Background: an optimization exercise with open tools, aiming at small area, a short achievable clock period and few clock cycles. Do not read the settings as production practice. In this exercise RTL edits were held to simulation tests only and were not proved equivalent to the original.

`flow/design.v`:
```
module pct_powmod #(
    parameter W = 128
) (
    input  wire         clk,
    input  wire         rst,         
    input  wire         start,       
    input  wire         base_neg,
    input  wire [W-1:0] base,
    input  wire         exp_neg,
    input  wire [W-1:0] expo,
    input  wire         mod_neg,
    input  wire [W-1:0] modulus,
    output wire         ready,
    output reg          done,        
    output wire [W-1:0] result,
    output reg          err
);
    localparam RW = W + 2;           
    localparam XW = W + 3;           
    localparam [2:0] S_IDLE = 3'd0,
                     S_PREP = 3'd1,  
                     S_INIT = 3'd2,  
                     S_RUN  = 3'd3,  
                     S_CPA  = 3'd4,  
                     S_FIXR = 3'd5,  
                     S_FIXC = 3'd6,  
                     S_SHR  = 3'd7;  
    localparam [1:0] MD_BRED = 2'd0, MD_SQR = 2'd1, MD_MUL = 2'd2;
    reg [2:0]    state;
    reg [1:0]    mode;
    reg          fl_bn, fl_en, fl_mn;
    reg [W-1:0]  m_r;                
    reg [6:0]    sh;                 
    reg [W-1:0]  e_r;                
    reg [7:0]    ecnt;               
    reg [W:0]    bm;                 
    reg [W:0]    res;                
    reg [RW-1:0] s_r, c_r;           
    reg          dg1, dg2;           
    reg [8:0]    pos;            
    assign ready  = (state == S_IDLE);
    assign result = res[W-1:0];
    wire [W:0]    opb  = (mode == MD_MUL || mode == MD_BRED) && state != S_FIXR ? bm : res;
    wire [XW-1:0] bext = {{(XW-W-1){opb[W]}}, opb};
    wire          dc   = m_r[W-2];
    wire          fixr = (state == S_FIXR);
    function [2:0] qsel;             
        input signed [4:0] est;
        input              dcl;
        begin
            if (est >= (dcl ? 5'sd4 : 5'sd3))        qsel = 3'b011;
            else if (est >= 5'sd1)                    qsel = 3'b101;
            else if (est >= -5'sd2)                   qsel = 3'b000;
            else if (est >= (dcl ? -5'sd5 : -5'sd4))  qsel = 3'b100;
            else                                      qsel = 3'b010;
        end
    endfunction
    wire [XW-1:0] a1b  = dg1 ? bext : {XW{1'b0}};
    wire [XW-1:0] x1s  = {s_r, 1'b0};
    wire [XW-1:0] x1c  = {c_r, 1'b0};
    wire [XW-1:0] sx1  = x1s ^ x1c ^ a1b;
    wire [XW-1:0] cx1  = {((x1s & x1c) | (x1s & a1b) | (x1c & a1b)), 1'b0};
    wire [4:0]    est1 = sx1[XW-1:XW-5] + cx1[XW-1:XW-5];
    wire [2:0]    q1r  = qsel(est1, dc);
    wire [2:0]    q1   = fixr ? 3'b000 : q1r;
    wire [RW-1:0] mq1  = (({RW{q1[2]}} & {2'b00, m_r}) | ({RW{q1[1]}} & {1'b0, m_r, 1'b0}))
                         ^ {RW{q1[0]}};
    wire [RW-1:0] s1   = sx1[RW-1:0] ^ cx1[RW-1:0] ^ mq1;
    wire [RW-1:0] c1   = {((sx1[RW-2:0] & cx1[RW-2:0]) | (sx1[RW-2:0] & mq1[RW-2:0]) |
                           (cx1[RW-2:0] & mq1[RW-2:0])), q1[0]};
    wire [XW-1:0] a2b  = dg2 ? bext : {XW{1'b0}};
    wire [XW-1:0] x2s  = {s1, 1'b0};
    wire [XW-1:0] x2c  = {c1, 1'b0};
    wire [XW-1:0] sx2  = x2s ^ x2c ^ a2b;
    wire [XW-1:0] cx2  = {((x2s & x2c) | (x2s & a2b) | (x2c & a2b)), 1'b0};
    wire [4:0]    est2 = sx2[XW-1:XW-5] + cx2[XW-1:XW-5];
    wire [2:0]    q2r  = qsel(est2, dc);
    wire [2:0]    q2   = fixr ? {1'b1, 1'b0, ~res[W]} : q2r;
    wire [RW-1:0] mq2  = (({RW{q2[2]}} & {2'b00, m_r}) | ({RW{q2[1]}} & {1'b0, m_r, 1'b0}))
                         ^ {RW{q2[0]}};
    wire [RW-1:0] s2   = sx2[RW-1:0] ^ cx2[RW-1:0] ^ mq2;
    wire [RW-1:0] c2   = {((sx2[RW-2:0] & cx2[RW-2:0]) | (sx2[RW-2:0] & mq2[RW-2:0]) |
                           (cx2[RW-2:0] & mq2[RW-2:0])), q2[0]};
    wire          cin = (state == S_PREP);
    wire [RW-1:0] cpa = s_r + c_r + {{(RW-1){1'b0}}, cin};
    wire          bred = (mode == MD_BRED);
    wire [8:0]    pos2 = pos - 9'd1;
    wire          dig1 = bred ? (pos == 9'd0)  : res[pos[7:0]];
    wire          dig2 = bred ? (pos2 == 9'd0) : res[pos2[7:0]];
    wire [8:0]    lim = bred ? 9'd0 - {2'b00, sh} : {2'b00, sh};
    wire [8:0]    p0  = bred ? (sh[0] ? 9'd0 : 9'd1) : (sh[0] ? 9'd128 : 9'd127);
    wire          sgn_a = !bred && res[W];
    wire [8:0]    p0m1 = p0 - 9'd1;
    wire          idig1 = bred ? (p0 == 9'd0)   : res[p0[7:0]];
    wire          idig2 = bred ? (p0m1 == 9'd0) : res[p0m1[7:0]];
    wire in_err = (fl_bn && bm != 0) || (fl_en && e_r != 0) || fl_mn || m_r == 0;
    wire [7:0] ecnt_m1 = ecnt - 8'd1;
    always @(posedge clk) begin
        if (state == S_RUN || state == S_FIXR) begin
            s_r <= s2;
            c_r <= c2;
        end else if (state == S_INIT && sgn_a) begin
            s_r <= ~bext[RW-1:0];
            c_r <= {{(RW-1){1'b0}}, 1'b1};
        end else begin
            s_r <= {RW{1'b0}};
            c_r <= {RW{1'b0}};
        end
        if (rst) begin
            state <= S_IDLE;
            done  <= 1'b0;
            err   <= 1'b0;
        end else begin
            done <= 1'b0;
            case (state)
            S_IDLE: begin
                if (start) begin
                    m_r   <= modulus;
                    e_r   <= expo;
                    bm    <= {1'b0, base};
                    fl_bn <= base_neg;
                    fl_en <= exp_neg;
                    fl_mn <= mod_neg;
                    sh    <= 7'd0;
                    ecnt  <= 8'd128;
                    mode  <= MD_BRED;
                    state <= S_PREP;
                end
            end
            S_PREP: begin
                if (in_err) begin
                    err   <= 1'b1;
                    done  <= 1'b1;
                    state <= S_IDLE;
                end else if (e_r == 0) begin
                    err   <= 1'b0;
                    res   <= cpa[W:0];           
                    done  <= 1'b1;
                    state <= S_IDLE;
                end else begin
                    err <= 1'b0;
                    if (!m_r[W-1]) begin
                        m_r <= m_r << 1;
                        sh  <= sh + 7'd1;
                    end
                    if (!m_r[W-1] || !e_r[W-1]) begin
                        if (!e_r[W-1]) begin
                            e_r  <= e_r << 1;
                            ecnt <= ecnt_m1;
                        end
                    end else begin
                        e_r   <= e_r << 1;
                        ecnt  <= ecnt_m1;
                        state <= S_INIT;
                    end
                end
            end
            S_INIT: begin
                dg1   <= idig1;
                dg2   <= idig2;
                pos   <= p0 - 9'd2;
                state <= S_RUN;
            end
            S_RUN: begin
                dg1 <= dig1;
                dg2 <= dig2;
                pos <= pos - 9'd2;
                if (pos == lim - 9'd1)
                    state <= S_CPA;
            end
            S_CPA: begin
                res <= cpa[W:0];
                if (bred)
                    bm <= cpa[W:0];
                if (mode == MD_SQR && e_r[W-1]) begin
                    mode  <= MD_MUL;
                    state <= S_INIT;
                end else begin
                    if (!bred) begin
                        e_r  <= e_r << 1;
                        ecnt <= ecnt_m1;
                    end
                    mode <= MD_SQR;
                    if ((bred ? ecnt : ecnt_m1) == 8'd0) begin
                        dg1   <= 1'b0;
                        dg2   <= 1'b1;
                        state <= S_FIXR;
                    end else
                        state <= S_INIT;
                end
            end
            S_FIXR: begin
                state <= S_FIXC;
            end
            S_FIXC: begin
                if (res[W] || !cpa[W])
                    res <= cpa[W:0];
                if (sh == 7'd0) begin
                    done  <= 1'b1;
                    state <= S_IDLE;
                end else
                    state <= S_SHR;
            end
            S_SHR: begin
                res <= {1'b0, res[W:1]};
                sh  <= sh - 7'd1;
                if (sh == 7'd1) begin
                    done  <= 1'b1;
                    state <= S_IDLE;
                end
            end
            endcase
        end
    end
endmodule
```
`flow/run.sh`:
```
#!/bin/bash
# synth_recipe.tcl (not shown) runs the flow's synth.tcl, then flattens the netlist and writes it again
# the make line also repeats each setting of config.mk as NAME=value (left out here)
make -C /OpenROAD-flow-scripts/flow DESIGN_CONFIG=/design/flow/config.mk WORK_HOME=/design/flow/orfs CLKGATE_MAP_FILE= SYNTH_SCRIPT=/design/flow/synth_recipe.tcl finish
```
`flow/config.mk`:
```
export PLATFORM = sky130hd
export DESIGN_NAME = pct_powmod
export DESIGN_NICKNAME = pct_powmod
export VERILOG_FILES = /design/flow/design.v
export SDC_FILE = /design/flow/constraint.sdc
export NUM_CORES = 4
export LEC_CHECK = 0
export CAP_MARGIN = 20
export CORE_MARGIN = 2
export CORE_UTILIZATION = 35
export SLEW_MARGIN = 20
```
`flow/constraint.sdc`:
```
create_clock -name core_clock -period 11.0 [get_ports {clk}]
set_input_delay 2.2000 -clock core_clock [delete_from_list [all_inputs] [get_ports {clk}]]
set_output_delay 2.2000 -clock core_clock [all_outputs]
set_load 0.01 [all_outputs]
```
==> results.txt <==
[critical path, delay by kind of cell, from the launching register on]
kind | cells | cell delay (ns)
xor gates and xnor gates | 3 | 0.76
and+or+nand+nor | 11 | 2.16
adders and majority gates | 8 | 3.36
AOI/OAI and AO/OA | 7 | 0.86
muxes | 1 | 0.34
DFF | 1 | 0.33
buffers and inverters | 6 | 1.55
[Yosys cell counts, types with 14 or more instances]
master | n | share of area
nand2_1 | 1069 | 0.063
o21ai_0 | 614 | 0.048
inv_1 | 590 | 0.035
edfxtp_1 | 545 | 0.26
fa_1 | 516 | 0.16
clkbuf_1 | 350 | 0.021
dfxtp_1 | 265 | 0.084
a22oi_1 | 260 | 0.031
a21oi_1 | 252 | 0.020
xnor2_1 | 231 | 0.032
xor2_1 | 199 | 0.027
ha_1 | 160 | 0.032
nor2_1 | 157 | 0.0093
and3_1 | 139 | 0.014
buf_4 | 131 | 0.016
a22o_1 | 130 | 0.018
mux2_2 | 124 | 0.022
nor4_1 | 113 | 0.011
nand4_1 | 90 | 0.0089
mux4_2 | 84 | 0.030
nor3_1 | 64 | 0.0051
buf_2 | 54 | 0.0043
a21o_1 | 51 | 0.0060
o21bai_1 | 39 | 0.0046
nand3_1 | 29 | 0.0023
nor2b_1 | 25 | 0.0025
a31oi_1 | 23 | 0.0023
nand2b_1 | 21 | 0.0021
buf_1 | 18 | 0.0011
or3_1 | 18 | 0.0018
o21a_1 | 16 | 0.0019
o21ai_1 | 16 | 0.0013
o31ai_1 | 16 | 0.0019
a211oi_1 | 14 | 0.0017
[cells in the final DEF (no fill, tap or decap), drive strengths merged, types with 9 or more instances in the layout]
cell,netlist,layout
fa,516,516
o31ai,16,16
clkbuf,351,122
and2,11,11
nand4,90,90
mux2i,13,13
a22o,130,130
and3,139,139
nor2b,25,25
buf,203,81
nor2,158,158
ha,160,160
o21bai,39,39
a22oi,260,260
nor3,64,64
inv,590,594
a21boi,9,9
a31oi,23,23
dfxtp,265,265
a21oi,253,253
clkdlybuf4s50,0,520
clkinv,0,41
o21ai,630,630
mux4,84,84
nand2b,22,22
edfxtp,545,545
nand3,30,30
nand2,1069,1069
o211ai,13,13
a211oi,14,14
bufinv,0,15
mux2,124,124
or3,19,19
nor4,114,114
xnor2,233,233
a21o,51,51
o21a,16,16
xor2,199,199
[worst min path at each step]
stage | to | start | cells past startpoint
finish | e_r[2]$_DFFE_PP_ | e_r[1]$_DFFE_PP_ | 1
global route | e_r[22]$_DFFE_PP_ | e_r[21]$_DFFE_PP_ | 1
CTS | e_r[2]$_DFFE_PP_ | e_r[1]$_DFFE_PP_ | 1
detailed placement | e_r[61]$_DFFE_PP_ | e_r[60]$_DFFE_PP_ | 1
global placement | e_r[80]$_DFFE_PP_ | e_r[79]$_DFFE_PP_ | 1
floorplan | err$_SDFFE_PP0P_ | err$_SDFFE_PP0P_ | 2
[area by class of cell]
cell class              instances  share of cell area
clock inverters                64              0.0101
flip-flops and latches        810               0.295
clock buffers                 122              0.0365
inverters                     590              0.0303
multi-input cells            4610               0.506
repair buffers                601              0.0807
diodes                          4            0.000136
well taps                    2370              0.0404
[kinds of logic (layout without fill, tap and decap cells)]
kind of cell | Yosys count | count (layout) | share of synthesized area
flip-flops | 810 | 810 | 0.342
buffers and inverters | 1144 | 1377 | 0.0765
multiplexers | 221 | 221 | 0.0539
AO/OA/AOI/OAI | 1506 | 1506 | 0.147
other | 0 | 4 | 0
AND/OR/NAND/NOR | 1775 | 1775 | 0.126
XOR/XNOR | 432 | 432 | 0.0601
adder cells (fa/ha/maj) | 676 | 676 | 0.194
[through the flow]
step	std cells	setup slack [ns]	hold slack (ns)	utilization
final	9171	0.999	0.560	0.407
after global routing	9168	0.462	0.595	0.407
after CTS	9167	1.06	0.558	0.407
after detailed placement	8981	1.08	0.556	0.388
after global placement	8981	1.27	0.549	0.388
after floorplan	6564	0.575	0.511	-
[routing by layer]
layer | wire [um] | GRT usage | vias to the layer above
li1 | - | - | 22924
met1 | 92500 | 0.318 | 25968
met2 | 110000 | 0.402 | 2499
met3 | 18500 | 0.0457 | 605
met4 | 21100 | 0.192 | 36
met5 | 237 | 0 | -
[sequential cells by signal, indices dropped and copies added, names as in the netlist]
| name | cells |
|---|---|
| m_r | 128 |
| mode | 2 |
| s_r | 130 |
| pos | 9 |
| res | 129 |
| fl_en | 1 |
| fl_mn | 1 |
| bm | 129 |
| dg1 | 1 |
| e_r | 128 |
| done | 1 |
| state | 3 |
| c_r | 130 |
| fl_bn | 1 |
| err | 1 |
| ecnt | 8 |
| sh | 7 |
| dg2 | 1 |
==> qor.yml <==
run_status:
  status: "timing/DRC/antenna clean"
setup_path:
  reg2regPathDepth: 36
  required_ns: 11.60
  crit_slowest_cell: "buf_4"
  critPathCaptureType: "flop"
  r2r_start: "state[0]$_SDFFE_PP0P_"
  r2r-end: "s_r[69]$_DFF_P_"
  cp_slowest_stage_delay_ns: 0.59
  cp_data_arrival_time_ns: 10.60
  crit_fanout: 80
  critPathLaunchType: "flop"
  reg2reg_slack_ns: 1.0
  worstSetupEndpoint: "s_r[69]$_DFF_P_"
  cp_common_cell: "fa_1"
  startpoint: "state[0]$_SDFFE_PP0P_"
  crit_type: "reg -> reg"
route:
  antenna_left: 0
  drtIter0Drc: 4808
  first_pass_iters: 6
  via_per_inst: 5.67
  wire_per_inst_um: 26.4
  num_vias: 52032
  drc: 0
  drt-total-wl_um: 242000
clocking:
  htreeDepth: 3
  holdBufCountCts: 0
  clk_pin_slew_ns: 0.07
  cts_tree: "built"
  clk_latency_ns: 0.75
  cts-resized-gates: 0
  cts.root.buffer_cell: "clkbuf_16"
  postCtsSetupBuffers: 0
  clkSinkCount: 810
  cts_buffers: 100
  clock_tree.buffer_depth: 3
timing:
  finalCritPeriodShare: 0.909
  hold_violations: 0
  rsz0062_at_grt: "false"
  clock.fmax_mhz: 100
  setup_viol: 0
  slew_viol_final: 0
  worst_pin_slew_ns: 1.23
  clock_skew_ns: 0.0446
  tns_ns: 0
  fin_crit_ns: 10.00
  slew_headroom: 0.172
logic_synthesis:
  synth_edf_count: 545
  syn_nets: 7630
  async_flop_share: 0
  synth_seq_cells: 810
  yosys_warnings: 1
  ys_seq_area_frac: 0.342
  postSynthCellCount: 6564
  synth_area_per_cell_sq_um: 9.66
  synth_cell_types: 82
  synth_ff_type: "edfxtp_1"
  syn-cell-area_sq_um: 63400
global_routing:
  grt_pass1_wl_um: 356000
  grt_pass1_vias: 52672
  grt_max_degree: 176
  track_usage: 0.257
  gr-total-overflow: 0
  antenna_found_initial: 24
layout:
  seqCellArea_sq_um: 21700
  layout-drive-gt1-share: 0.0730
  multi_input_area_sq_um: 37200
  syn_to_final_growth_pct: 15.7
  finalNetCount: 7779
  final_cell_area_sq_um: 73400
  nFillCells: 17660
die:
  initial_core_util: 0.352
  rows: 156
  die_w_um: 430
  dieArea_sq_um: 185000
  core_region_area_sq_um: 180000
  top_level_ports: 521
  fp.dieH_um: 430
run:
  maxCapViolations: 0
placed_design:
  port_buffers: 520
  dpl_cell_area_sq_um: 69900
  dp_hpwl_um: 185000
  globalplace.congestion: 0.985
hold_path:
  hold_path.class: "reg -> reg"
Testbench counts, summed over its fixed seeds: cycles 1,014,592.

==> re-timing with driven ports <==
The results above use ideal ports. As a check the final layout listed here was re-extracted and re-timed, cells and wires unchanged. Step 1: set_driving_cell puts a clkbuf_16 on clk and a buf_2 on each other input, an assumption about the parent block. Step 2 times the ports against the registers' clock, not the clock port: input delays grow and output delays shrink by t, the midpoint of the rising clock arrivals with the driver on. a / b / c = ideal ports / drivers / drivers and shift; a / b = the first two.
shift t [ns]: 0.817
setup WS [ns]: 0.999 / 0.999 / 0.999
worst setup path after step 2: register to register
slew at the worst register clock pin (ns): 0.07 / 0.07
worst slew at a driven data input, ns: 0.15
After both steps this run still meets setup and hold. For this run, drivers alone change the setup slack by 0.000 ns; drivers and shift together by 0.000 ns.
